Source: an optimization exercise on an open RTL-to-GDS flow (aim: a short achievable clock period and few clock cycles). Production flows keep margins and buffers that such runs may drop. Only simulation tests tie the RTL to the original design; equivalence was not proved. No activity file was given, so power comes from the tool's default toggle rates.

==> flow/design.v <==
module col216_core (
    input  wire        clk,
    input  wire        rst,           
    input  wire [18:0] prog_len,      
    output wire        imem_en,
    output wire [17:0] imem_addr,
    input  wire [31:0] imem_rdata,
    output wire        dmem_re,
    output wire        dmem_we,
    output wire [17:0] dmem_addr,
    output wire [31:0] dmem_wdata,
    input  wire [31:0] dmem_rdata,
    output wire        wb_en,
    output wire [4:0]  wb_reg,
    output wire [31:0] wb_data,
    output wire        retire_valid,
    output wire [17:0] retire_idx,
    output wire        done,
    output wire [2:0]  status,
    output wire [18:0] err_idx
);
    localparam [2:0] ST_SUCCESS  = 3'd0,
                     ST_INV_LBL  = 3'd2,
                     ST_INV_ADDR = 3'd3,
                     ST_SYNTAX   = 3'd4,
                     ST_MEM_LIM  = 3'd5,
                     ST_RUNNING  = 3'd7;
    function [3:0] oh2;
        input [1:0] x;
        oh2 = 4'b0001 << x;
    endfunction
    localparam integer NPP = 17;      
    localparam integer NB  = 4;       
    reg [31:0] regs [1:31];
    reg [31:1] rvalid;                
    reg [18:0] len_r;
    reg [2:0]  status_r;
    reg [18:0] err_r;
    reg        done_r;
    reg [2:0]  status_o;
    reg [18:0] pc;
    reg [3:0]  pc_oh;        
    reg        pcv;
    reg        btb_v   [0:NB-1];
    reg [16:0] btb_tag [0:NB-1];
    reg [18:0] btb_tgt [0:NB-1];
    reg        btb_tv  [0:NB-1];
    reg        dv;
    reg [18:0] dpc;
    reg [19:0] dpc1;         
    reg [31:0] ir;
    reg        dbh;          
    reg [31:1] rs_oh, rt_oh;
    reg        p_j, p_br, p_mem, p_addi, use_a, use_b;
    reg        q_s_e1, q_s_e2, q_s_w, q_t_e1, q_t_e2, q_t_w;
    reg [19:0] d_rem;        
    reg [19:0] d_npc1;       
    reg        d_pc1_lt;     
    reg        ev;
    reg [17:0] epc;
    reg [4:0]  e_dest;
    reg        e_wen;
    reg        e_late;       
    reg [31:0] e_a, e_b;
    reg [31:0] e_ma, e_mb;   
    reg [31:0] e_sd;         
    reg        e_sub, e_slt, e_mul, e_lw;
    reg        e_br, e_bne, e_j;
    reg        e_pred;
    reg [18:0] e_tgt;
    reg        e_tgt_lt;
    reg [18:0] e_alt;
    reg        e_alt_v;
    reg [31:0] e_imm;
    reg        e_fault;      
    reg        e_sw;
    reg [2:0]  e_kind;
    reg        e2v;
    reg [17:0] e2pc;
    reg [4:0]  e2_dest;
    reg        e2_wen;
    reg [31:0] e2_res;
    reg        e2_mul, e2_lw;
    reg        e2_re, e2_we;
    reg [17:0] e2_addr;
    reg [31:0] e2_sdata;
    reg        e2_fault;
    reg [2:0]  e2_kind;
    reg [31:0] m0, m1, m2, m3;
    reg        wv;
    reg [17:0] wpc;
    reg [4:0]  w_dest;
    reg        w_wen;
    reg [31:0] w_res;
    reg [4:0]  wb_reg_o;     
    reg [31:0] wb_data_o;    
    wire [31:0] n1s = m0 ^ m1 ^ m2;
    wire [31:0] n1c = ((m0 & m1) | (m0 & m2) | (m1 & m2)) << 1;
    wire [31:0] n2s = n1s ^ n1c ^ m3;
    wire [31:0] n2c = ((n1s & n1c) | (n1s & m3) | (n1c & m3)) << 1;
    wire [31:0] mres = n2s + n2c;
    wire [31:0] e2_out = e2_lw ? dmem_rdata : e2_mul ? mres : e2_res;
    wire        fault  = e2v && e2_fault;
    wire [31:0] sum  = e_a + e_b;
    wire [31:0] diff = e_a - e_b;
    wire        lt   = (e_a[31] != e_b[31]) ? e_a[31] : diff[31];
    wire        eq   = (e_a == e_b);
    wire [31:0] e1_res = e_slt ? {31'd0, lt} :
                         e_sub ? diff : sum;
    wire [32:0] addr    = {e_a[31], e_a} + {e_imm[31], e_imm};
    wire [20:0] lo_sum  = {1'b0, e_a[19:0]} + {1'b0, e_imm[19:0]};
    wire        c20     = lo_sum[20];
    wire [12:0] ahi     = {e_a[31], e_a[31:20]};
    wire        ahi_z   = (ahi == 13'd0);
    wire        ahi_m1  = (ahi == 13'h1FFF);
    wire        ahi_p1  = (ahi == 13'd1);
    wire        hi_ok   = e_imm[31] ? ((ahi_p1 && !c20) || (ahi_z && c20))
                                    : ((ahi_z && !c20) || (ahi_m1 && c20));
    wire        addr_ok = hi_ok && ((e_a[1:0] + e_imm[1:0]) == 2'b00);
    wire e_ok    = ev && !fault;
    wire taken   = e_j || (e_br && (eq ^ e_bne));
    wire mispred = e_ok && !e_fault && e_br && (taken != e_pred);
    wire btb_upd = e_ok && !e_fault && (e_br || e_j);
    reg [31:0] pp [0:NPP-1];
    integer j;
    always @(*) begin
        pp[NPP-1] = 32'd0;
        for (j = 0; j < 16; j = j + 1) begin : booth
            reg b2, b1, b0;
            reg one, two, neg;
            reg [32:0] sel;
            b2 = e_mb[2*j+1];
            b1 = e_mb[2*j];
            b0 = (j == 0) ? 1'b0 : e_mb[2*j-1];
            one = b1 ^ b0;
            two = (b2 & ~b1 & ~b0) | (~b2 & b1 & b0);
            neg = b2;
            sel = ({33{one}} & {e_ma[31], e_ma}) | ({33{two}} & {e_ma, 1'b0});
            sel = sel ^ {33{neg}};
            pp[j] = sel[31:0] << (2*j);
            pp[NPP-1][2*j] = neg;
        end
    end
    wire [31:0] l1 [0:11];
    wire [31:0] l2 [0:7];
    wire [31:0] l3 [0:5];
    wire [31:0] l4 [0:3];
    genvar g;
    generate
        for (g = 0; g < 5; g = g + 1) begin : lv1
            assign l1[2*g]   = pp[3*g] ^ pp[3*g+1] ^ pp[3*g+2];
            assign l1[2*g+1] = ((pp[3*g] & pp[3*g+1]) | (pp[3*g] & pp[3*g+2]) |
                                (pp[3*g+1] & pp[3*g+2])) << 1;
        end
        assign l1[10] = pp[15];
        assign l1[11] = pp[16];
        for (g = 0; g < 4; g = g + 1) begin : lv2
            assign l2[2*g]   = l1[3*g] ^ l1[3*g+1] ^ l1[3*g+2];
            assign l2[2*g+1] = ((l1[3*g] & l1[3*g+1]) | (l1[3*g] & l1[3*g+2]) |
                                (l1[3*g+1] & l1[3*g+2])) << 1;
        end
        for (g = 0; g < 2; g = g + 1) begin : lv3
            assign l3[2*g]   = l2[3*g] ^ l2[3*g+1] ^ l2[3*g+2];
            assign l3[2*g+1] = ((l2[3*g] & l2[3*g+1]) | (l2[3*g] & l2[3*g+2]) |
                                (l2[3*g+1] & l2[3*g+2])) << 1;
        end
        assign l3[4] = l2[6];
        assign l3[5] = l2[7];
        for (g = 0; g < 2; g = g + 1) begin : lv4
            assign l4[2*g]   = l3[3*g] ^ l3[3*g+1] ^ l3[3*g+2];
            assign l4[2*g+1] = ((l3[3*g] & l3[3*g+1]) | (l3[3*g] & l3[3*g+2]) |
                                (l3[3*g+1] & l3[3*g+2])) << 1;
        end
    endgenerate
    wire [5:0] d_opc = ir[31:26];
    wire [5:0] d_fn  = ir[5:0];
    wire       d_sh0 = (ir[10:6] == 5'd0);
    wire d_add  = d_opc == 6'h00 && d_sh0 && d_fn == 6'h20;
    wire d_sub  = d_opc == 6'h00 && d_sh0 && d_fn == 6'h22;
    wire d_slt  = d_opc == 6'h00 && d_sh0 && d_fn == 6'h2A;
    wire d_mul  = d_opc == 6'h1C && d_sh0 && d_fn == 6'h02;
    wire d_beq  = d_opc == 6'h04;
    wire d_bne  = d_opc == 6'h05;
    wire d_lw   = d_opc == 6'h23;
    wire d_sw   = d_opc == 6'h2B;
    wire d_rtype = d_add | d_sub | d_slt | d_mul;
    wire d_bad   = !(d_rtype | d_beq | d_bne | p_j | d_lw | d_sw | p_addi);
    wire [4:0] d_dest = d_rtype ? ir[15:11] : (p_addi | d_lw) ? ir[20:16] : 5'd0;
    wire [4:0] rs = ir[25:21];
    wire [4:0] rt = ir[20:16];
    wire [31:0] imm = {{16{ir[15]}}, ir[15:0]};
    reg [31:0] rf_s, rf_t;
    integer k;
    always @(*) begin
        rf_s = 32'd0;
        rf_t = 32'd0;
        for (k = 1; k < 32; k = k + 1) begin
            rf_s = rf_s | ({32{rs_oh[k]}} & (regs[k] & {32{rvalid[k]}}));
            rf_t = rf_t | ({32{rt_oh[k]}} & (regs[k] & {32{rvalid[k]}}));
        end
    end
    wire s_e1 = ev && q_s_e1;
    wire s_e2 = q_s_e2;
    wire s_w  = q_s_w;
    wire t_e1 = ev && q_t_e1;
    wire t_e2 = q_t_e2;
    wire t_w  = q_t_w;
    wire a1 = s_e1;
    wire a2 = !s_e1 && s_e2;
    wire a3 = !s_e1 && !s_e2 && s_w;
    wire a4 = !s_e1 && !s_e2 && !s_w;
    wire b0 = p_addi;
    wire b1 = !p_addi && t_e1;
    wire b2 = !p_addi && !t_e1 && t_e2;
    wire b3 = !p_addi && !t_e1 && !t_e2 && t_w;
    wire b4 = !p_addi && !t_e1 && !t_e2 && !t_w;
    function [31:0] pick;
        input       g1, g2, g3, g4, en;
        input       imm_sel;
        input [31:0] immv;
        reg         l1, l2, l3, l4, l5, l6, l7, l8;
        begin
            l1 = g2 & en & e2_lw;
            l2 = g1 & en & e_slt;
            l3 = g1 & en & e_sub;
            l4 = g1 & en & !e_slt & !e_sub;
            l5 = g2 & en & e2_mul;
            l6 = g2 & en & !e2_mul & !e2_lw;
            l7 = g3 & en;
            l8 = imm_sel & en;
            pick = ({32{l1}} & dmem_rdata) | ({32{l2}} & {31'd0, lt}) |
                   ({32{l3}} & diff) | ({32{l4}} & sum) |
                   ({32{l5}} & mres) | ({32{l6}} & e2_res) |
                   ({32{l7}} & w_res) | ({32{l8}} & immv);
        end
    endfunction
    wire [31:0] va  = pick(a1, a2, a3, a4, 1'b1,  1'b0, 32'd0) | ({32{a4}} & rf_s);
    wire [31:0] vb  = pick(b1, b2, b3, b4, 1'b1,  b0,   imm)   | ({32{b4}} & rf_t);
    wire [31:0] vma = pick(a1, a2, a3, a4, d_mul, 1'b0, 32'd0) | ({32{a4 & d_mul}} & rf_s);
    wire [31:0] vmb = pick(b1, b2, b3, b4, d_mul, 1'b0, 32'd0) | ({32{b4 & d_mul}} & rf_t);
    wire [31:0] vsd = pick(b1, b2, b3, b4, d_sw,  1'b0, 32'd0) | ({32{b4 & d_sw}} & rf_t);
    wire late_haz = e_late && ((use_a && s_e1) || (use_b && t_e1));
    wire stall    = dv && late_haz;
    wire [19:0] bt      = dpc1 + {{4{ir[15]}}, ir[15:0]};
    wire [18:0] tgt     = p_j ? ir[18:0] : bt[18:0];
    wire [19:0] imm20   = {{4{ir[15]}}, ir[15:0]};
    wire        tgt_ok  = p_j ? (ir[25:19] == 7'd0 && ir[18:0] <= len_r)
                              : ($signed(imm20) >= $signed(d_npc1) &&
                                 $signed(imm20) <= $signed(d_rem));
    wire        tgt_lt  = p_j ? (ir[25:19] == 7'd0 && ir[18:0] < len_r)
                                : ($signed({{4{ir[15]}}, ir[15:0]}) < $signed(d_rem));
    wire        pc1_lt  = d_pc1_lt;
    wire        pred    = p_j || (p_br && (dbh || ir[15]));
    wire [18:0] pnext   = pred ? tgt : dpc1[18:0];
    wire        pnext_v = pred ? tgt_lt : pc1_lt;
    wire        d_redir = dv && (pred != dbh);
    wire d_fault  = d_bad || ((p_br || p_j) && !tgt_ok);
    wire [2:0] d_kind = d_bad ? ST_SYNTAX : ST_INV_LBL;
    wire go = dv && !stall && !mispred && !fault;
    reg         btb_hit;
    reg  [18:0] btb_t;
    reg         btb_tlt;
    always @(*) begin
        btb_hit = 1'b0;
        btb_t   = 19'd0;
        btb_tlt = 1'b0;
        for (k = 0; k < NB; k = k + 1) begin
            if (pc_oh[k] && btb_v[k] && btb_tag[k] == pc[18:2]) begin
                btb_hit = 1'b1;
                btb_t   = btb_t | btb_tgt[k];
                btb_tlt = btb_tlt | btb_tv[k];
            end
        end
    end
    wire [18:0] fpc1    = pc + 19'd1;
    wire        fpc1_lt = fpc1 < len_r;
    wire [31:0] fw = imem_rdata;
    reg [31:1] f_rs_oh, f_rt_oh;
    always @(*) begin
        for (k = 1; k < 32; k = k + 1) begin
            f_rs_oh[k] = (fw[25:21] == k);
            f_rt_oh[k] = (fw[20:16] == k);
        end
    end
    wire f_rr = (fw[31:26] == 6'h00) || (fw[31:26] == 6'h1C);
    wire f_br = (fw[31:26] == 6'h04) || (fw[31:26] == 6'h05);
    wire [4:0] rs_n = stall ? ir[25:21] : fw[25:21];
    wire [4:0] rt_n = stall ? ir[20:16] : fw[20:16];
    integer i;
    always @(posedge clk) begin
        if (w_wen)
            regs[w_dest] <= w_res;
        if (rst)
            rvalid <= 31'd0;
        else if (w_wen)
            rvalid[w_dest] <= 1'b1;
    end
    always @(posedge clk) begin
        if (rst) begin
            for (i = 0; i < NB; i = i + 1)
                btb_v[i] <= 1'b0;
        end else if (btb_upd) begin
            btb_v[epc[1:0]] <= taken;
        end
        if (btb_upd) begin
            btb_tag[epc[1:0]] <= {1'b0, epc[17:2]};
            btb_tgt[epc[1:0]] <= e_tgt;
            btb_tv[epc[1:0]]  <= e_tgt_lt;
        end
    end
    always @(posedge clk) begin
        wpc    <= e2pc;
        w_dest <= e2_dest;
        w_res  <= e2_out;
        wb_reg_o  <= e2_wen ? e2_dest : 5'd0;
        wb_data_o <= e2_wen ? e2_out : 32'd0;
        e2pc    <= epc;
        e2_dest <= e_dest;
        e2_res  <= e1_res;
        e2_mul  <= e_mul;
        e2_lw   <= e_lw;
        e2_addr  <= addr[19:2];
        e2_sdata <= e_sd;
        e2_fault <= e_fault || ((e_lw || e_sw) && !addr_ok);
        e2_kind  <= e_fault ? e_kind : ST_INV_ADDR;
        m0 <= l4[0];
        m1 <= l4[1];
        m2 <= l4[2];
        m3 <= l4[3];
        epc    <= dpc[17:0];
        e_dest <= d_dest;
        e_wen  <= d_dest != 5'd0;
        e_late <= d_mul | d_lw;
        e_a    <= va;
        e_b    <= vb;
        e_ma   <= vma;
        e_mb   <= vmb;
        e_sd   <= vsd;
        e_sub  <= d_sub;
        e_slt  <= d_slt;
        e_mul  <= d_mul;
        e_lw   <= d_lw;
        e_br   <= p_br;
        e_bne  <= d_bne;
        e_j    <= p_j;
        e_pred   <= pred;
        e_tgt    <= tgt;
        e_tgt_lt <= tgt_lt;
        e_alt    <= pred ? dpc1[18:0] : tgt;
        e_alt_v  <= pred ? pc1_lt : tgt_lt;
        e_imm    <= imm;
        e_fault  <= d_fault;
        e_sw     <= d_sw;
        e_kind   <= d_kind;
        if (!stall) begin
            ir    <= imem_rdata;
            dpc   <= pc;
            dpc1  <= {1'b0, fpc1};
            rs_oh <= f_rs_oh;
            rt_oh <= f_rt_oh;
            p_j    <= fw[31:26] == 6'h02;
            p_br   <= f_br;
            p_mem  <= (fw[31:26] == 6'h23) || (fw[31:26] == 6'h2B);
            p_addi <= fw[31:26] == 6'h08;
            use_a  <= f_rr || f_br || (fw[31:26] == 6'h08) || (fw[31:26] == 6'h23) || (fw[31:26] == 6'h2B);
            use_b  <= f_rr || f_br || (fw[31:26] == 6'h2B);
        end
        q_s_e1 <= (d_dest == rs_n) && (d_dest != 5'd0);
        q_t_e1 <= (d_dest == rt_n) && (d_dest != 5'd0);
        q_s_e2 <= ev && e_wen && (e_dest == rs_n);
        q_t_e2 <= ev && e_wen && (e_dest == rt_n);
        q_s_w  <= e2v && e2_wen && (e2_dest == rs_n);
        q_t_w  <= e2v && e2_wen && (e2_dest == rt_n);
        if (!stall) begin
            d_rem    <= {1'b0, len_r} + {1'b1, ~pc};
            d_npc1   <= ~{1'b0, pc};
            d_pc1_lt <= fpc1_lt;
        end
        if (!stall)
            dbh <= btb_hit;
        else if (d_redir)
            dbh <= pred;
    end
    reg [18:0] pc_n;
    reg        pcv_n;
    reg [18:0] err_n;
    always @(*) begin
        pc_n  = pc;
        pcv_n = pcv;
        err_n = err_r;
        if (rst) begin
            pc_n  = 19'd0;
            pcv_n = (prog_len[17:0] != 18'd0) ? !prog_len[18] : prog_len[18];
            err_n = prog_len;
        end else begin
            if (mispred) begin
                pc_n  = e_alt;
                pcv_n = e_alt_v;
            end else if (d_redir) begin
                pc_n  = pnext;
                pcv_n = pnext_v;
            end else if (!stall && pcv) begin
                pc_n  = btb_hit ? btb_t : fpc1;
                pcv_n = btb_hit ? btb_tlt : fpc1_lt;
            end
            if (fault) begin
                pcv_n = 1'b0;
                err_n = {1'b0, e2pc};
            end
        end
    end
    reg [17:0] imem_addr_o;
    reg        imem_en_o;
    reg [18:0] err_o;
    always @(posedge clk) begin
        pc          <= pc_n;
        pc_oh       <= oh2(pc_n[1:0]);
        pcv         <= pcv_n;
        err_r       <= err_n;
        imem_addr_o <= pc_n[17:0];
        imem_en_o   <= pcv_n;
        err_o       <= err_n;
    end
    always @(posedge clk) begin
        if (rst) begin
            len_r    <= prog_len;
            status_r <= (prog_len[18] && prog_len[17:0] != 18'd0) ? ST_MEM_LIM : ST_SUCCESS;
            done_r   <= 1'b0;
            status_o <= ST_RUNNING;
            dv       <= 1'b0;
            ev       <= 1'b0;
            e2v      <= 1'b0;
            e2_re    <= 1'b0;
            e2_we    <= 1'b0;
            e2_wen   <= 1'b0;
            wv       <= 1'b0;
            w_wen    <= 1'b0;
        end else begin
            done_r   <= !pcv && !dv && !ev && !e2v && !wv;
            status_o <= (!pcv && !dv && !ev && !e2v && !wv) ? status_r : ST_RUNNING;
            wv    <= e2v && !e2_fault;
            w_wen <= e2v && !e2_fault && e2_wen;
            e2v    <= e_ok;
            e2_wen <= e_ok && e_wen;
            e2_re  <= e_ok && !e_fault && e_lw && addr_ok;
            e2_we  <= e_ok && !e_fault && e_sw && addr_ok;
            ev   <= go;
            if (mispred)
                dv <= 1'b0;
            else if (!stall)
                dv <= pcv && !d_redir;
            if (fault) begin
                status_r <= e2_kind;
                dv       <= 1'b0;
                ev       <= 1'b0;
            end
        end
    end
    assign imem_en   = imem_en_o;
    assign imem_addr = imem_addr_o;
    assign dmem_re    = e2_re;
    assign dmem_we    = e2_we;
    assign dmem_addr  = e2_addr;
    assign dmem_wdata = e2_sdata;
    assign wb_en        = w_wen;
    assign wb_reg       = wb_reg_o;
    assign wb_data      = wb_data_o;
    assign retire_valid = wv;
    assign retire_idx   = wpc;
    assign done    = done_r;
    assign status  = status_o;
    assign err_idx = err_o;
endmodule
==> flow/flow/run.sh <==
#!/bin/bash
# The standard layout, with the setup repair aiming for more slack than the
# clock needs (repair_timing -setup_margin), so that the achieved period
# shrinks, with gate sizing free to change a cell's footprint, and with
# plain buffers (buf_4) on the ports instead of the delay cells the port
# buffering picks by default.
# Synthesis is the standard one, unchanged.
set -euo pipefail
bash standard.sh SETUP_SLACK_MARGIN=10.2 MATCH_CELL_FOOTPRINT=0 "BUFFER_PORTS_ARGS=-buffer_cell sky130_fd_sc_hd__buf_4" finish > flow_make.log 2>&1
==> flow/standard.sh <==
#!/bin/bash
# synth_recipe.tcl (not shown) runs the flow's synth.tcl, then flattens the netlist and writes it again
# the make line also repeats each setting of config.mk as NAME=value (left out here)
make -C /OpenROAD-flow-scripts/flow DESIGN_CONFIG=/design/flow/config.mk WORK_HOME=/design/flow/orfs CLKGATE_MAP_FILE= SYNTH_SCRIPT=/design/flow/synth_recipe.tcl "${@:-finish}"
==> flow/config.mk <==
export PLATFORM = sky130hd
export DESIGN_NAME = col216_core
export DESIGN_NICKNAME = col216_core
export VERILOG_FILES = /design/flow/design.v
export SDC_FILE = /design/flow/constraint.sdc
export NUM_CORES = 4
export LEC_CHECK = 0
export CAP_MARGIN = 20
export CELL_PAD_IN_SITES_DETAIL_PLACEMENT = 1
export CORE_MARGIN = 2
export CORE_UTILIZATION = 40
export PLACE_DENSITY = 0.5
export SLEW_MARGIN = 20
==> flow/constraint.sdc <==
create_clock -name core_clock -period 14.0 [get_ports {clk}]
set_input_delay 2.8000 -clock core_clock [delete_from_list [all_inputs] [get_ports {clk}]]
set_output_delay 2.8000 -clock core_clock [all_outputs]
set_load 0.01 [all_outputs]
==> flow_summary.ini, run 1 <==
[yosys]
yosysMostFrequentCell = edfxtp_1
syn-cell-area_um2 = 100000
ys_top_cells_by_count = edfxtp_1, nand2_1, dfxtp_1, clkbuf_1, nor2_1
yosysSeqAreaShare_pct = 53.1
syn_inst = 9058
synth_cell_type_count = 96
ys_ff_latch = 1975
synth-edff-count = 1358
synth_area_leaders = edfxtp_1, dfxtp_1, fa_1
yosysTopAreaCellShare_pct = 40.8
synthFlopType = edfxtp_1
async_flop_share_pct = 0
ys_warn_count = 2
synth_top_area_cell = edfxtp_1
syn_nets = 9657
avgSynthCellArea_um2 = 11.0

[clock_network]
cts_made_buffers = 214
htree_num_levels = 4
cts_sinks = 1975
clkTransAtPathRegs_ns = 0.06
hold_buffers = 0
cts_tree = done
cts-root-buf = clkbuf_16
cts.path.max_buffers = 3
worst_skew_pair.late_latency_ns = 0.94

[cells_and_area]
syn_to_final_growth_pct = 20.6
postLayoutCellArea_um2 = 121000
nets = 9909
drive_gt1_share_pct = 20.6
fin_util_pct = 48.5

[run]
maxCapViolCount = 0

[timing]
fin_worst_skew_ns = 0.0947
rsz0062_at_grt = true
setup-violations-final = 0
post-route-period-util_pct = 31.5
drv_slew = 0
clock.fmax_mhz = 226
setup_tns_ns = 0
min_period_ns = 4.42
finalHoldViolations = 0
relSlewSlack_pct = 17.1
whs_ns = 0.320
worst_pin_slew_ns = 1.24

[critical_path]
reg2reg_slack_ns = 10.02
path_max_fanout = 2
endpoint_kind = output port
critPathTopFamily = flip-flops
path_cells = buf_6
rr_startpoint = rs_oh[24]
r2r-end = e_ma[27]
worstPathRequired_ns = 11.20
max_stage_delay_ns = 0.53
r2r_cells = 9
cp-start-kind = flop
arrival_ns = 1.62
critPathBufInv = 1
critPathKind = reg -> out
cpMaxStageDelayCell = edfxtp_1

[drt]
wl_per_cell_um = 39.2
drc = 0
vias_per_cell = 6.84
ant_nets = 0
drtIter0Drc = 14586
firstDrtPassIters = 9
totalWireLength_um = 504000
via_count = 87801

[floorplan]
die_height_um = 504
start_util_pct = 40.2
core_area_um2 = 249000
ios = 236
die_area_um2 = 254000
row_count = 183
die_x_um = 504

[global_route]
grt_pass1_wl_um = 687000
grt_max_degree = 70
grt.overflow.total = 0
antenna_found_initial = 29
grt.total_usage_pct = 38.1
grt_pass1_vias = 86146

[place]
gp_congestion = 0.966
portBuffers = 235
place_area_um2 = 106000
hpwlAfterDp_um = 309000

[power]
leakage_nw = 43.4
p_per_area_nw_per_um2 = 116
irDropWorstVdd_v = 0.000135
power_mw = 14.0

[min_path]
min_path_type = reg -> reg
min_delay_path_depth = 0
min_to = e2_sdata[30]
hp-start = e_sd[30]

[outcome]
status = timing/DRC/antenna clean
[layout make-up]
cell class | count | area, um^2
well taps | 3330 | 4170
repair buffers | 786 | 8080
multi-input cells | 5969 | 45800
fillers | 25895 | 128000
clock inverters | 126 | 1620
inverters | 363 | 1380
repair inverters | 1 | 7.51
flip-flops and latches | 1975 | 53600
clock buffers | 281 | 5990
diodes | 14 | 35.0
[where the power goes]
group          internal, mW  leakage, nW  total, mW  switching [mW]
sequential             6.41         18.0       6.56           0.145
combinational         0.509         21.7       1.33           0.824
clock                  3.46         3.68       6.11            2.65
total                  10.4         43.4       14.0            3.62
[per-stage QoR]
step / setup slack, ns / instances
after detailed placement: 8.35 / 12147
after global routing: 9.56 / 12833
after floorplan: 9.52 / 9058
after CTS: 9.56 / 12756
after global placement: 8.27 / 12143
final: 9.58 / 12845
[how the worst max path moves through the flow]
| stage | cells after the start | slack [ns] | endpoint | startpoint |
|---|---|---|---|---|
| 2_1_floorplan | 5 | 9.52 | imem_en_o | prog_len[2] |
| 3_3_place_gp | 13 | 8.27 | e_sd[30] | m0[21] |
| 3_5_place_dp | 13 | 8.35 | e_sd[30] | m0[21] |
| 4_1_cts | 1 | 9.56 | imem_en | imem_en_o |
| 5_1_grt | 1 | 9.56 | imem_en | imem_en_o |
| 6_report | 1 | 9.58 | imem_en | imem_en_o |
[logic make-up (layout without fill, tap and decap cells)]
family,after synthesis,count (layout),share of synthesized area [%]
XOR/XNOR,316,316,2.77
buffers and inverters,1117,1557,4.31
AO/OA/AOI/OAI,2689,2689,19.3
multiplexers,59,59,0.619
AND/OR/NAND/NOR,2292,2295,11.0
flip-flops,1975,1975,53.1
other,0,14,0
adder cells (fa/ha/maj),610,610,8.93
[flip-flops by register name, indices dropped and copies added (netlist names), 32 cells and up]
signal and flops:
btb_tgt 76, btb_tag 64, ir 32, e2_res 32, e_ma 32, m0 32, e_mb 32, wb_data_o 32
e_sd 32, e_b 32, e_a 32, e2_sdata 32, regs 992, w_res 32
[layer usage]
layer	GRT usage (%)	part of all wire, %	vias up
met5	0.150	0.056	-
met4	20.9	6.8	24
met3	11.9	13	1567
met2	53.5	41	6745
met1	51.9	39	44687
li1	-	-	34778
[what timing repair did]
item | 4_1_cts | 5_1_grt
setup endpoints to repair | 439 | 369
buffers inserted | 165 | 65
cloned | 37 | 10
pin swaps | 107 | 129
resized for setup | 831 | 315
[layout by cell type, fill, tap and decap left out, types with 52 or more instances in the layout]
cell type,netlist,final
a21o_1,61,60
and2_1,173,102
xor2_1,121,105
dfxtp_4,0,66
a31oi_1,78,65
inv_1,360,343
buf_6,1,191
ha_1,309,266
o211ai_1,52,52
o21ai_0,379,313
a22o_1,338,338
o22ai_1,69,67
a22oi_1,368,361
dfxtp_2,0,137
nor3_1,137,112
and2_2,0,72
nor4_1,67,52
nand4_1,170,170
xnor2_1,195,186
nand2_1,677,658
a221oi_1,390,373
clkbuf_16,0,263
nand3_1,161,154
nor2_1,546,492
buf_4,20,491
nand2b_1,107,98
edfxtp_1,1358,1358
nor2b_1,117,108
a222oi_1,67,67
maj3_1,96,90
a21oi_1,503,455
fa_1,205,184
dfxtp_1,617,414
Testbench counts, summed over its fixed seeds: cycles 57,749.
==> run 2, diff against run 1 <==
==> flow/run.sh (new file) <==
#!/bin/bash
# synth_recipe.tcl (not shown) runs the flow's synth.tcl, then flattens the netlist and writes it again
# the make line also repeats each setting of config.mk as NAME=value (left out here)
make -C /OpenROAD-flow-scripts/flow DESIGN_CONFIG=/design/flow/config.mk WORK_HOME=/design/flow/orfs CLKGATE_MAP_FILE= SYNTH_SCRIPT=/design/flow/synth_recipe.tcl finish
--- a/flow/config.mk
+++ b/flow/config.mk
@@ -8,6 +8,6 @@
 export CAP_MARGIN = 20
-export CELL_PAD_IN_SITES_DETAIL_PLACEMENT = 1
 export CORE_MARGIN = 2
 export CORE_UTILIZATION = 40
-export PLACE_DENSITY = 0.5
+export PLACE_DENSITY = 0.6
+export SETUP_SLACK_MARGIN = 5
 export SLEW_MARGIN = 20
removed: flow/flow/run.sh
removed: flow/standard.sh
==> flow_summary.ini, run 2 <==
[clock_network]
cts_made_buffers = 211
cts-root-buf = clkbuf_16
cts_sinks = 1975
clkTransAtPathRegs_ns = 0.06
worst_skew_pair.late_latency_ns = 0.93
hold_buffers = 0
cts_tree = done
cts_setup_buffers = 0
cts_resized = 0
cts.path.max_buffers = 3
htree_num_levels = 4

[place]
place_ws_ns = 8.48
hpwlAfterDp_um = 286000
dp.cells = 12119
portBuffers = 235
gp_congestion = 1.01

[cells_and_area]
instances_no_fill = 12550
mostFrequentLayoutCell = edfxtp_1
nets = 9602
drive_gt1_share_pct = 8.86
syn_to_final_growth_pct = 13.6
largest_reg_flops = 992
regMostFlops = regs
layout_common_cells = edfxtp_1, nand2_1, dfxtp_1, nor2_1, a21oi_1

[critical_path]
path_cells = fa_1 > ha_1 > ha_1 > a21oi_1 > a21oi_1 > nor2_1 > nand2_1 > a31oi_1 > xor2_1 > o21ai_0 > a21oi_1 > o21ai_1 > and2_1
r2r-end = e_mb[15]
cp-start-kind = flop
reg2reg_slack_ns = 8.41
critPathTopFamily = compound AO/OA/AOI/OAI gates
cpMaxStageDelayCell = xor2_1
endpoint_kind = flop
rr_startpoint = m2[10]
arrival_ns = 6.35
critPathMostFrequentCell = a21oi_1
r2r_cells = 13
critPathBufInv = 0
max_stage_delay_ns = 0.94
critPathKind = reg -> reg
worstPathRequired_ns = 14.75
path_max_fanout = 6

[yosys]
yosysTopAreaCellShare_pct = 40.8
ys_ff_latch = 1975
syn-cell-area_um2 = 100000
async_flop_share_pct = 0
syn_inst = 9058
yosysMostFrequentCell = edfxtp_1
synth_area_leaders = edfxtp_1, dfxtp_1, fa_1
synthFlopType = edfxtp_1
yosysSeqAreaShare_pct = 53.1
ys_top_cells_by_count = edfxtp_1, nand2_1, dfxtp_1, clkbuf_1, nor2_1
syn_nets = 9657
avgSynthCellArea_um2 = 11.0
ys_warn_count = 2
synth_top_area_cell = edfxtp_1
synth_cell_type_count = 96
synth-edff-count = 1358

[drt]
drtIter0Drc = 17310
totalWireLength_um = 453000
via_count = 85083
drc = 0
firstDrtPassIters = 14
vias_per_cell = 6.78
wl_per_cell_um = 36.1
ant_nets = 0

[global_route]
grt_max_degree = 154
grt.overflow.total = 0
grt_pass1_vias = 78405
antenna_found_initial = 20
grt.total_usage_pct = 34.1
grt_pass1_wl_um = 618000

[floorplan]
die_height_um = 504
row_count = 183
die_area_um2 = 254000
die_x_um = 504
core_area_um2 = 249000
ios = 236
start_util_pct = 40.2

[min_path]
hp-start = e_sd[19]
min_to = e2_sdata[19]
min_path_type = reg -> reg
min_delay_path_depth = 0

[timing]
fin_worst_skew_ns = 0.101
fin_ws_ns = 8.41
relSlewSlack_pct = 9.01
clock.fmax_mhz = 179
worst_pin_slew_ns = 1.35
setup-violations-final = 0
finalHoldViolations = 0
setup_tns_ns = 0
drv_slew = 0
post-route-period-util_pct = 40.0
whs_ns = 0.328
min_period_ns = 5.59
rsz0062_at_grt = false

[power]
leakage_nw = 40.3
irDropWorstVdd_v = 0.000123
power_mw = 13.7
p_per_area_nw_per_um2 = 120

[run]
maxCapViolCount = 0

[outcome]
status = timing/DRC/antenna clean
## run 2: cell types whose count changed in the layout (fill, tap and decap cells not counted), sizes merged
cell / delta
clkinvlp: -8
buf: -489
clkinv: -13
nor2: -2
bufinv: +1
inv: +3
clkdlybuf4s50: +234
diode: +14
clkbuf: -34
and2: -1
## run 2: logic make-up after synthesis
family                   count (synthesis)  synth area share [%]
AO/OA/AOI/OAI                         2689                  19.3
adder cells (fa/ha/maj)                610                  8.93
flip-flops                            1975                  53.1
buffers and inverters                 1117                  4.31
AND/OR/NAND/NOR                       2292                  11.0
XOR/XNOR                               316                  2.77
multiplexers                            59                 0.619
## run 2: worst max path at each step
stage	startpoint	depth (start not counted)	slack (ns)	to
after global routing	e_mb[3]	17	8.42	m0[31]
after detailed placement	dmem_rdata[3]	6	8.48	e_mb[3]
after global placement	dmem_rdata[4]	5	7.85	e_mb[4]
final	m2[10]	13	8.41	e_mb[15]
after floorplan	use_b	8	6.40	q_t_e1
after CTS	imem_addr_o[3]	1	8.59	imem_addr[3]
## run 2: final cells by class
cell class / instances / area (um^2)
Antenna cell: 28 / 70.1
Clock buffer: 292 / 5990
Clock inverter: 110 / 1540
Fill cell: 22810 / 135000
Inverter: 363 / 1360
Multi-Input combinational cell: 5966 / 43100
Sequential cell: 1975 / 53200
Tap cell: 3330 / 4170
Timing Repair Buffer: 486 / 4260
## run 2: power breakdown
| part | leakage, nW | switching (mW) | total, mW | internal, mW |
|---|---|---|---|---|
| registers | 18.0 | 0.159 | 6.58 | 6.42 |
| logic | 18.8 | 0.682 | 1.06 | 0.378 |
| clock network | 3.63 | 2.60 | 6.05 | 3.45 |
## run 2: worst register-to-register path: cells and delay by family, from the launching register on
family,cells,cell delay (ns)
adders and majority gates,3,1.05
DFF,1,0.50
and+or+nand+nor,3,0.64
AOI/OAI and AO/OA,6,2.31
xor gates and xnor gates,1,0.94
## run 2: metal layers
layer	vias to the layer above	global-route usage, %	part of all wire, %	routed length [um]
li1	34182	-	-	-
met2	7566	48.0	40	184000
met3	1804	12.2	15	67300
met4	12	20.6	7.6	34700
met5	-	0.263	0.020	90
met1	41519	44.8	37	168000
## run 2: through the flow
| step | instance area, um^2 | utilization, % |
|---|---|---|
| after detailed placement | 106000 | 42.6 |
| after global placement | 106000 | 42.6 |
| after global routing | 114000 | 45.7 |
| final | 114000 | 45.7 |
| after floorplan | 100000 | - |
| after CTS | 114000 | 45.7 |
==> run 3, diff against run 2 <==
--- a/flow/design.v
+++ b/flow/design.v
@@ -411,2 +411,9 @@
     end
+    wire f_rst    = rst;
+    wire f_len_ok = (prog_len[17:0] != 18'd0) ? !prog_len[18] : prog_len[18];
+    wire f_mis    = !rst && mispred;
+    wire f_red    = !rst && !mispred && d_redir;
+    wire f_adv    = !rst && !mispred && !d_redir && !stall && pcv;
+    wire f_hold   = !rst && !mispred && !d_redir && !(!stall && pcv);
+    wire f_stop   = !rst && fault;
     reg [17:0] imem_addr_o;
@@ -419,5 +426,11 @@
         err_r       <= err_n;
-        imem_addr_o <= pc_n[17:0];
-        imem_en_o   <= pcv_n;
-        err_o       <= err_n;
+        imem_addr_o <= ({18{f_mis}} & e_alt[17:0]) | ({18{f_red}} & pnext[17:0]) |
+                       ({18{f_adv & btb_hit}} & btb_t[17:0]) |
+                       ({18{f_adv & !btb_hit}} & fpc1[17:0]) |
+                       ({18{f_hold}} & pc[17:0]);
+        imem_en_o   <= !f_stop & ((f_rst & f_len_ok) | (f_mis & e_alt_v) | (f_red & pnext_v) |
+                                  (f_adv & btb_hit & btb_tlt) | (f_adv & !btb_hit & fpc1_lt) |
+                                  (f_hold & pcv));
+        err_o       <= ({19{f_rst}} & prog_len) | ({19{!f_rst & fault}} & {1'b0, e2pc}) |
+                       ({19{!f_rst & !fault}} & err_r);
     end
==> flow/flow/run.sh (new file) <==
#!/bin/bash
# The standard layout, with the setup repair aiming for more slack than the
# clock needs (repair_timing -setup_margin), so that the achieved period
# shrinks, with gate sizing free to change a cell's footprint, and with
# plain buffers (buf_4) on the ports instead of the delay cells the port
# buffering picks by default.
# Synthesis is the standard one, unchanged.
set -euo pipefail
bash standard.sh SETUP_SLACK_MARGIN=10.2 MATCH_CELL_FOOTPRINT=0 "BUFFER_PORTS_ARGS=-buffer_cell sky130_fd_sc_hd__buf_4" finish > flow_make.log 2>&1
==> flow/standard.sh (new file) <==
#!/bin/bash
# synth_recipe.tcl (not shown) runs the flow's synth.tcl, then flattens the netlist and writes it again
# the make line also repeats each setting of config.mk as NAME=value (left out here)
make -C /OpenROAD-flow-scripts/flow DESIGN_CONFIG=/design/flow/config.mk WORK_HOME=/design/flow/orfs CLKGATE_MAP_FILE= SYNTH_SCRIPT=/design/flow/synth_recipe.tcl "${@:-finish}"
--- a/flow/config.mk
+++ b/flow/config.mk
@@ -8,6 +8,8 @@
 export CAP_MARGIN = 20
+export CELL_PAD_IN_SITES_DETAIL_PLACEMENT = 1
 export CORE_MARGIN = 2
 export CORE_UTILIZATION = 40
-export PLACE_DENSITY = 0.6
-export SETUP_SLACK_MARGIN = 5
+export CTS_CLUSTER_DIAMETER = 100
+export CTS_CLUSTER_SIZE = 30
+export PLACE_DENSITY = 0.5
 export SLEW_MARGIN = 20
removed: flow/run.sh
==> flow_summary.ini, run 3 <==
[outcome]
status = timing/DRC/antenna clean

[power]
p_per_area_nw_per_um2 = 97.3
leakage_nw = 40.9
power_mw = 11.3
irDropWorstVdd_v = 0.000140

[cells_and_area]
fin_util_pct = 45.9
largest_reg_flops = 992
mostFrequentLayoutCell = edfxtp_1
regMostFlops = regs
layout_common_cells = edfxtp_1, nand2_1, nor2_1, a21oi_1, dfxtp_1
final.fill_count = 26583
multi_input_area_um2 = 45900
postLayoutCellArea_um2 = 116000
seqCellArea_um2 = 54300
drive_gt1_share_pct = 16.7
nets = 9767
syn_to_final_growth_pct = 14.1
instances_no_fill = 12619

[yosys]
synth_area_leaders = edfxtp_1, dfxtp_1, fa_1
ys_top_cells_by_count = edfxtp_1, nand2_1, dfxtp_1, nor2_1, clkbuf_1
async_flop_share_pct = 0
syn_inst = 9184
avgSynthCellArea_um2 = 11.0
synthFlopType = edfxtp_1
synth-edff-count = 1358
ys_warn_count = 2
synth_top_area_cell = edfxtp_1
synth_cell_type_count = 106
syn-cell-area_um2 = 101000
syn_nets = 9783
ys_ff_latch = 2013
yosysTopAreaCellShare_pct = 40.2
yosysSeqAreaShare_pct = 53.1
yosysMostFrequentCell = edfxtp_1

[place]
hpwlAfterDp_um = 305000
dp.cells = 12275
gp_congestion = 0.958
place_ws_ns = 8.43
portBuffers = 235
place_area_um2 = 107000

[clock_network]
worst_skew_pair.late_latency_ns = 0.86
cts.path.max_buffers = 3
hold_buffers = 0
cts_made_buffers = 102
cts-root-buf = clkbuf_16
clkTransAtPathRegs_ns = 0.12
cts_sinks = 2013
cts_tree = done
htree_num_levels = 3

[critical_path]
cp-start-kind = flop
critPathTopFamily = XOR/XNOR gates
path_cells = buf_12 > buf_4 > nand2_1 > buf_6 > o22ai_1 > nor2_1 > o21ai_0 > fa_1 > fa_1 > inv_1 > fa_2 > xnor2_2 > xnor2_2 > xnor2_2 > xnor2_1 > xnor2_1 > xnor2_1 > xnor2_1 > xnor2_1 > xnor2_1
path_max_fanout = 23
worstPathRequired_ns = 14.76
critPathMostFrequentCell = xnor2_1
cpMaxStageDelayCell = fa_1
endpoint_kind = flop
max_stage_delay_ns = 0.49
critPathBufInv = 4
critPathKind = reg -> reg
arrival_ns = 5.11

[timing]
finalHoldViolations = 0
setup_tns_ns = 0
setup-violations-final = 0
drv_slew = 0
rsz0062_at_grt = true
fin_worst_skew_ns = 0.0775
worst_pin_slew_ns = 1.34
min_period_ns = 4.35
clock.fmax_mhz = 230
post-route-period-util_pct = 31.1
whs_ns = 0.332
relSlewSlack_pct = 9.85
fin_ws_ns = 9.65

[global_route]
grt_max_degree = 88
grt_pass1_wl_um = 664000
grt_pass1_vias = 84278
grt.overflow.total = 0
antenna_found_initial = 26
grt.total_usage_pct = 36.4

[drt]
totalWireLength_um = 487000
vias_per_cell = 6.83
ant_nets = 0
drc = 0
via_count = 86204
drtIter0Drc = 14561
wl_per_cell_um = 38.6
firstDrtPassIters = 9

[floorplan]
die_area_um2 = 258000
start_util_pct = 40.3
die_height_um = 508
row_count = 184
die_x_um = 508
ios = 236
core_area_um2 = 252000

[min_path]
min_path_type = reg -> reg

[run]
maxCapViolCount = 0
run 3: power breakdown:
part | internal, mW | total, mW | switching, mW
clock | 1.55 | 3.87 | 2.32
sequential | 6.41 | 6.50 | 0.0941
combinational | 0.331 | 0.887 | 0.556
total | 8.29 | 11.3 | 2.98
run 3: path summary, 6_finish.rpt:
path | start | endpoint | slack, ns | cells after the start
setup / recovery | e_mb[5] | m0[31] | 9.65 | 20
hold / removal | e_sd[6] | e2_sdata[6] | 0.33 | 0
setup reg to reg | e_mb[5] | m0[31] | 9.65 | 20
hold reg to reg | e_sd[6] | e2_sdata[6] | 0.33 | 0
run 3: area by class of cell:
class | instances | share of cell area, %
inverter | 362 | 1.19
clock inverter | 62 | 0.858
sequential | 2013 | 46.9
tap | 3348 | 3.62
timing repair buffer | 631 | 5.32
multi-input combinational | 6057 | 39.7
antenna | 19 | 0.0411
clock buffer | 126 | 2.35
timing repair inverter | 1 | 0.00649
run 3: routing by layer:
layer	track usage, %	part of all wire, %
met3	9.23	12
met2	53.9	43
met4	20.4	6.9
met1	48.5	39
met5	0	0.0053
run 3: cells by family after synthesis:
kind of cell,share of synthesized area [%]
AOI/OAI and AO/OA,19.3
xor gates and xnor gates,2.81
adders and majority gates,8.80
buffers and inverters,4.32
DFF,53.1
muxes,0.628
and+or+nand+nor,11.1
run 3: timing repair:
item,CTS,global route
setup endpoints to repair,461,388
endpoints found under the hold margin,0,0
setup buffers,82,40
cloned,9,5
pin swaps,68,87
resized for setup,654,299
Testbench counts of run 3, summed over its fixed seeds: cycles 57,749.

what the ideal ports hide:
The flow's constraints put no driver on any port. The routed layouts listed below were extracted and timed again, unchanged, in two steps. Step 1 assumes that a clkbuf_16 drives the clock port and a buf_2 every other input. Step 2 times the ports against the registers' clock, not the clock port: input delays grow and output delays shrink by t, the midpoint of the rising clock arrivals with the driver on. Slacks: ideal / step 1 / step 2; pairs: ideal / step 1.
run | t (ns) | setup WS [ns] | worst hold slack (ns) | worst setup path after step 2
run 1 | 0.999 | 9.584 / 9.481 / 9.245 | 0.320 / 0.320 / 0.320 | input to register
run 2 | 0.976 | 8.406 / 8.406 / 8.229 | 0.328 / 0.328 / 0.328 | input to register
run 3 | 0.917 | 9.648 / 9.648 / 9.168 | 0.332 / 0.332 / 0.332 | input to register
After both steps every run listed still meets setup and hold. For run 3, which loses most, drivers alone change the setup slack by 0.000 ns; drivers and shift together by -0.480 ns.
